This design comes from an exercise in tuning for small area and few clock cycles on the open sky130 flow, not from production work.
At most, simulation tests tie the RTL to the original design; equivalence was not proved.

== the previous run ==
==> module hdlc_rx32, before the edit <==
module hdlc_rx32 (
    input  wire        clk,
    input  wire        rst,
    input  wire        rx_valid,
    output wire        rx_ready,
    input  wire [31:0] rx_data,
    input  wire  [2:0] rx_len,
    input  wire        rx_clear,
    output wire        pl_valid,
    input  wire        pl_ready,
    output wire [31:0] pl_data,
    output wire  [2:0] pl_len,
    output wire        pl_end,
    output wire        pl_crc_ok,
    output wire        pl_abort
);
    localparam [7:0]  FLAG = 8'h7E;
    localparam [7:0]  ESC  = 8'h7D;
    reg        open_r;      
    reg        esc_r;       
    reg  [1:0] hc_r;        
    reg  [7:0] h0_r;        
    reg  [7:0] h1_r;        
    reg [15:0] crc_r;       
    reg        half_r;      
    wire        ne_r = (hc_r != 2'd0) || esc_r;
    wire [15:0] b = half_r ? rx_data[31:16] : rx_data[15:0];
    wire [7:0]  b0 = b[7:0];
    wire [7:0]  b1 = b[15:8];
    wire        in0 = 1'b1;                                   
    wire        in1 = half_r ? rx_len[2] : (rx_len[2] | rx_len[1]);
    wire        more = !half_r && (rx_len[2] | (&rx_len[1:0]));   
    wire f0 = in0 && (b0 == FLAG);
    wire f1 = in1 && (b1 == FLAG);
    wire x0 = (b0 == ESC);
    wire x1 = (b1 == ESC);
    wire end0  = f0 && open_r && ne_r;
    wire bd0   = !f0 && open_r;                   
    wire i0    = bd0 && !esc_r && x0;             
    wire v0    = bd0 && !i0;                      
    wire [7:0] u0 = b0 ^ {2'b00, esc_r, 5'b00000};
    wire o1    = f0 || open_r;                    
    wire n1    = !f0 && (ne_r || bd0);            
    wire e1    = i0;                              
    wire end1  = f1 && o1 && n1;
    wire bd1   = in1 && !f1 && o1;
    wire i1    = bd1 && !e1 && x1;
    wire v1    = bd1 && !i1;
    wire [7:0] u1 = b1 ^ {2'b00, e1, 5'b00000};
    wire has_end = end0 || end1;
    wire [7:0] b2 = rx_data[23:16];
    wire [7:0] b3 = rx_data[31:24];
    wire fast = !half_r && rx_len[2] && !rx_clear && open_r && (hc_r == 2'd2) &&
                !f0 && !f1 && (b2 != FLAG) && (b3 != FLAG);
    wire i2 = !i1 && (b2 == ESC);
    wire i3 = !i2 && (b3 == ESC);
    wire [7:0] u2 = b2 ^ {2'b00, i1, 5'b00000};
    wire [7:0] u3 = b3 ^ {2'b00, i2, 5'b00000};
    wire [2:0] fn = 3'd4 - {2'b00, i0} - {2'b00, i1} - {2'b00, i2} - {2'b00, i3};
    wire [7:0] fv0 = i0 ? u1 : u0;
    wire [7:0] fv1 = (!i0 && !i1) ? u1 : (!i2) ? u2 : u3;
    wire hin  = !f0 || end0;                      
    wire [1:0] hce = hin ? hc_r : 2'd0;
    wire       v1n = v1 && !end0;
    reg  [2:0] nemit;
    reg        tge2;
    always @(*) begin
        case ({hce, v0, v1n})
            4'b00_00:                     begin tge2 = 1'b0; nemit = 3'd0; end
            4'b00_01, 4'b00_10, 4'b01_00: begin tge2 = 1'b0; nemit = has_end ? 3'd1 : 3'd0; end
            4'b00_11, 4'b01_01, 4'b01_10, 4'b10_00: begin tge2 = 1'b1; nemit = 3'd0; end
            4'b01_11, 4'b10_01, 4'b10_10: begin tge2 = 1'b1; nemit = 3'd1; end
            4'b10_11:                     begin tge2 = 1'b1; nemit = 3'd2; end
            default:                      begin tge2 = 1'b1; nemit = 3'd0; end
        endcase
    end
    wire [7:0] slot0 = (hce == 2'd2) ? h0_r : (hce == 2'd1) ? h1_r : u0;
    assign pl_data = {fv1, fv0, h1_r, slot0};
    wire        hc2 = (hc_r == 2'd2);
    wire [15:0] cx, cp2, cf1, cf2;
    crc16_x25_byte u_x  (.crc_in(crc_r), .data(hc2 ? h0_r : h1_r), .crc_out(cx));
    crc16_x25_byte u_p2 (.crc_in(cx),    .data(h1_r), .crc_out(cp2));
    crc16_x25_byte u_f1 (.crc_in(cp2),   .data(fv0),  .crc_out(cf1));
    crc16_x25_byte u_f2 (.crc_in(cf1),   .data(fv1),  .crc_out(cf2));
    wire ok_h   = (crc_r == ~{h1_r, h0_r});
    wire ok_u   = hc2 ? (cx == ~{u0, h1_r}) : ({u0, h1_r} == 16'h0000);
    wire esc_at_end = end0 ? esc_r : e1;
    wire crc_good = ((end1 && v0) ? ok_u : ok_h) && !esc_at_end && tge2;
    reg [15:0] crc_n;
    always @(*) begin
        if (fast)
            crc_n = (fn == 3'd4) ? cf2 : (fn == 3'd3) ? cf1 : cp2;
        else if (f0 || f1)
            crc_n = 16'hFFFF;
        else
            crc_n = (nemit == 3'd2) ? cp2 : (nemit == 3'd1) ? cx : crc_r;
    end
    wire ev = rx_clear ? (open_r && ne_r) : (fast || has_end || nemit != 3'd0);
    assign pl_valid  = rx_valid && ev;
    assign pl_len    = rx_clear ? 3'd0 : fast ? fn : nemit;
    assign pl_end    = rx_clear || has_end;
    assign pl_crc_ok = !rx_clear && crc_good;
    assign pl_abort  = rx_clear;
    wire go = rx_valid && pl_ready;
    assign rx_ready = pl_ready && (rx_clear || !more || fast);
    wire o2 = f1 || o1;
    wire e2 = f1 ? 1'b0 : (bd1 ? i1 : e1);
    wire [2:0] kb = f1 ? 3'd0 :
                    f0 ? {2'b00, v1} :
                    {1'b0, hc_r} + {2'b00, v0} + {2'b00, v1};
    always @(posedge clk) begin
        if (rst) begin
            open_r <= 1'b0;
            hc_r   <= 2'd0;
            half_r <= 1'b0;
        end else if (go) begin
            if (rx_clear) begin
                open_r <= 1'b0;
                half_r <= 1'b0;
            end else begin
                open_r <= o2;
                esc_r  <= fast ? i3 : e2;
                hc_r   <= fast ? 2'd2 : (kb >= 3'd2) ? 2'd2 : kb[1:0];
                crc_r  <= crc_n;
                if (fast) begin
                    h0_r <= i3 ? (i1 ? u0 : u1) : (i2 ? u1 : u2);
                    h1_r <= i3 ? u2 : u3;
                end else if (v1) begin
                    h0_r <= v0 ? u0 : h1_r;
                    h1_r <= u1;
                end else if (v0) begin
                    h0_r <= h1_r;
                    h1_r <= u0;
                end
                half_r <= more && !fast;
            end
        end
    end
endmodule
Settings: LEC_CHECK=0, CAP_MARGIN=20, CORE_MARGIN=2, CORE_UTILIZATION=40, SLEW_MARGIN=20; clock period 5.5 ns.
standard.sh (not shown) runs the stock make flow with config.mk's settings and CLKGATE_MAP_FILE= SYNTH_SCRIPT=/design/flow/synth_recipe.tcl, a recipe that flattens the netlist after the stock synthesis.
==> flow/flow/run.sh <==
#!/bin/bash
# Layout flow: the standard flow (standard.sh, ORFS synth to finish) with
# two changes:
#  - ABC maps the logic with flow/abc_area.script (structural choices, then
#    delay mapping with area recovery) in place of ORFS's speed script,
#    which upsizes every gate; synthesis is otherwise unchanged, so the
#    registers are the standard synthesis's;
#  - the port buffers are buf_1 cells instead of the default buffer cell.
# Each step's full log stays in orfs/logs/; make's own output goes to
# flow_make.log in the work folder.
set -euo pipefail
W=$PWD
rm -rf "$W/scripts_local"
cp -r "$FLOW_HOME/scripts" "$W/scripts_local"
cp "$W/flow/abc_area.script" "$W/scripts_local/abc_speed.script"
bash "$W/standard.sh" SCRIPTS_DIR="$W/scripts_local" \
    BUFFER_PORTS_ARGS="-buffer_cell sky130_fd_sc_hd__buf_1" finish \
    > "$W/flow_make.log" 2>&1
==> flow/flow/abc_area.script <==
&get -n
&st
&dch
&nf
&st
&syn2
&if -g -K 6
&synch2
&nf
&st
&syn2
&if -g -K 6
&synch2
&nf
&st
&syn2
&if -g -K 6
&synch2
&nf
&st
&syn2
&if -g -K 6
&synch2
&nf
&st
&syn2
&if -g -K 6
&synch2
&nf
&put
buffer -c
topo
stime -c
dnsize -c
Here is what was changed in the inputs of the current run compared with the previous run.
diff --git a/flow/design.v b/flow/design.v
--- a/flow/design.v
+++ b/flow/design.v
@@ -33,8 +33,9 @@
     output wire        pl_abort
 );
     localparam [7:0]  FLAG = 8'h7E;
     localparam [7:0]  ESC  = 8'h7D;
+    localparam [15:0] RESIDUE = 16'hF0B8;
     reg        open_r;      
     reg        esc_r;       
     reg  [1:0] hc_r;        
     reg  [7:0] h0_r;        
@@ -65,19 +66,8 @@
     wire i1    = bd1 && !e1 && x1;
     wire v1    = bd1 && !i1;
     wire [7:0] u1 = b1 ^ {2'b00, e1, 5'b00000};
     wire has_end = end0 || end1;
-    wire [7:0] b2 = rx_data[23:16];
-    wire [7:0] b3 = rx_data[31:24];
-    wire fast = !half_r && rx_len[2] && !rx_clear && open_r && (hc_r == 2'd2) &&
-                !f0 && !f1 && (b2 != FLAG) && (b3 != FLAG);
-    wire i2 = !i1 && (b2 == ESC);
-    wire i3 = !i2 && (b3 == ESC);
-    wire [7:0] u2 = b2 ^ {2'b00, i1, 5'b00000};
-    wire [7:0] u3 = b3 ^ {2'b00, i2, 5'b00000};
-    wire [2:0] fn = 3'd4 - {2'b00, i0} - {2'b00, i1} - {2'b00, i2} - {2'b00, i3};
-    wire [7:0] fv0 = i0 ? u1 : u0;
-    wire [7:0] fv1 = (!i0 && !i1) ? u1 : (!i2) ? u2 : u3;
     wire hin  = !f0 || end0;                      
     wire [1:0] hce = hin ? hc_r : 2'd0;
     wire       v1n = v1 && !end0;
     reg  [2:0] nemit;
@@ -92,36 +82,25 @@
             default:                      begin tge2 = 1'b1; nemit = 3'd0; end
         endcase
     end
     wire [7:0] slot0 = (hce == 2'd2) ? h0_r : (hce == 2'd1) ? h1_r : u0;
-    assign pl_data = {fv1, fv0, h1_r, slot0};
-    wire        hc2 = (hc_r == 2'd2);
-    wire [15:0] cx, cp2, cf1, cf2;
-    crc16_x25_byte u_x  (.crc_in(crc_r), .data(hc2 ? h0_r : h1_r), .crc_out(cx));
-    crc16_x25_byte u_p2 (.crc_in(cx),    .data(h1_r), .crc_out(cp2));
-    crc16_x25_byte u_f1 (.crc_in(cp2),   .data(fv0),  .crc_out(cf1));
-    crc16_x25_byte u_f2 (.crc_in(cf1),   .data(fv1),  .crc_out(cf2));
-    wire ok_h   = (crc_r == ~{h1_r, h0_r});
-    wire ok_u   = hc2 ? (cx == ~{u0, h1_r}) : ({u0, h1_r} == 16'h0000);
+    assign pl_data = {b, h1_r, slot0};
+    wire [15:0] cs0, cs1;
+    wire [15:0] ca0 = crc_r;
+    crc16_x25_byte u_s0 (.crc_in(ca0), .data(u0), .crc_out(cs0));
+    wire [15:0] ca1 = f0 ? 16'hFFFF : (v0 ? cs0 : ca0);
+    crc16_x25_byte u_s1 (.crc_in(ca1), .data(u1), .crc_out(cs1));
+    wire [15:0] ca2 = f1 ? 16'hFFFF : (v1 ? cs1 : ca1);
     wire esc_at_end = end0 ? esc_r : e1;
-    wire crc_good = ((end1 && v0) ? ok_u : ok_h) && !esc_at_end && tge2;
-    reg [15:0] crc_n;
-    always @(*) begin
-        if (fast)
-            crc_n = (fn == 3'd4) ? cf2 : (fn == 3'd3) ? cf1 : cp2;
-        else if (f0 || f1)
-            crc_n = 16'hFFFF;
-        else
-            crc_n = (nemit == 3'd2) ? cp2 : (nemit == 3'd1) ? cx : crc_r;
-    end
-    wire ev = rx_clear ? (open_r && ne_r) : (fast || has_end || nemit != 3'd0);
+    wire crc_good = ((end0 ? ca0 : ca1) == RESIDUE) && !esc_at_end && tge2;
+    wire ev = rx_clear ? (open_r && ne_r) : (has_end || nemit != 3'd0);
     assign pl_valid  = rx_valid && ev;
-    assign pl_len    = rx_clear ? 3'd0 : fast ? fn : nemit;
+    assign pl_len    = rx_clear ? 3'd0 : nemit;
     assign pl_end    = rx_clear || has_end;
     assign pl_crc_ok = !rx_clear && crc_good;
     assign pl_abort  = rx_clear;
     wire go = rx_valid && pl_ready;
-    assign rx_ready = pl_ready && (rx_clear || !more || fast);
+    assign rx_ready = pl_ready && (rx_clear || !more);
     wire o2 = f1 || o1;
     wire e2 = f1 ? 1'b0 : (bd1 ? i1 : e1);
     wire [2:0] kb = f1 ? 3'd0 :
                     f0 ? {2'b00, v1} :
@@ -136,22 +115,19 @@
                 open_r <= 1'b0;
                 half_r <= 1'b0;
             end else begin
                 open_r <= o2;
-                esc_r  <= fast ? i3 : e2;
-                hc_r   <= fast ? 2'd2 : (kb >= 3'd2) ? 2'd2 : kb[1:0];
-                crc_r  <= crc_n;
-                if (fast) begin
-                    h0_r <= i3 ? (i1 ? u0 : u1) : (i2 ? u1 : u2);
-                    h1_r <= i3 ? u2 : u3;
-                end else if (v1) begin
+                esc_r  <= e2;
+                hc_r   <= (kb >= 3'd2) ? 2'd2 : kb[1:0];
+                crc_r  <= ca2;
+                if (v1) begin
                     h0_r <= v0 ? u0 : h1_r;
                     h1_r <= u1;
                 end else if (v0) begin
                     h0_r <= h1_r;
                     h1_r <= u0;
                 end
-                half_r <= more && !fast;
+                half_r <= more;
             end
         end
     end
 endmodule
--- outcome ---
- Both conditions hold for the current run: the flow ran to the end and the final layout passed the timing, design-rule and antenna checks.
- Per the final summary, the previous run finished and its layout is clean on timing, DRC and antenna.
- Fraction of met1 tracks used by global routing (higher): the previous run
- Changes observed in the current run relative to the previous run: worst slack at placement has increased; number of nets in the synthesized netlist has decreased.
- Setup slack in the current run is larger than in the previous run.
- A dominant combinational cell family by area after synthesis of compound AO/OA/AOI/OAI gates is what the current run shows, while XOR/XNOR gates belongs to the previous run.
- Looking only at critical path depth, and setting everything else aside, the lower value of the current run and the previous run goes to the current run.
- [diff] final period demand of the worst path, the current run relative to the previous run: improvement
Testbench counts of the current run, summed over its fixed seeds: cycles 49,670.
Only the layout flow was run in the previous run; the RTL was not checked for function there.

## re-timing with driven ports
How much do the figures lean on ideal ports? The routed layouts below were timed once more, with nothing changed but the port constraints. Step 1 assumes that a clkbuf_16 drives the clock port and a buf_2 every other input. Step 2 moves the port delays by t, midway between the first and last clock arrival at a register: inputs arrive t later, outputs are due t later. That takes back most of the time a late clock gives input paths. Three values: ideal ports, drivers, drivers and shift; two values: the first two.
run	t, ns	slack for setup (ns)	hold WS [ns]	worst setup path after step 2	latest minus earliest clock arrival (ns)
the previous run	0.327	0.236 / 0.199 / 0.035	0.604 / 0.604 / 0.604	input to register	0.006 / 0.007
the current run	0.328	0.274 / 0.249 / 0.249	0.622 / 0.622 / 0.622	input to output	0.011 / 0.011
After both steps every run listed still meets setup and hold. The setup slack of the previous run, which loses most, moves by -0.037 ns with the drivers and by -0.201 ns with both steps.
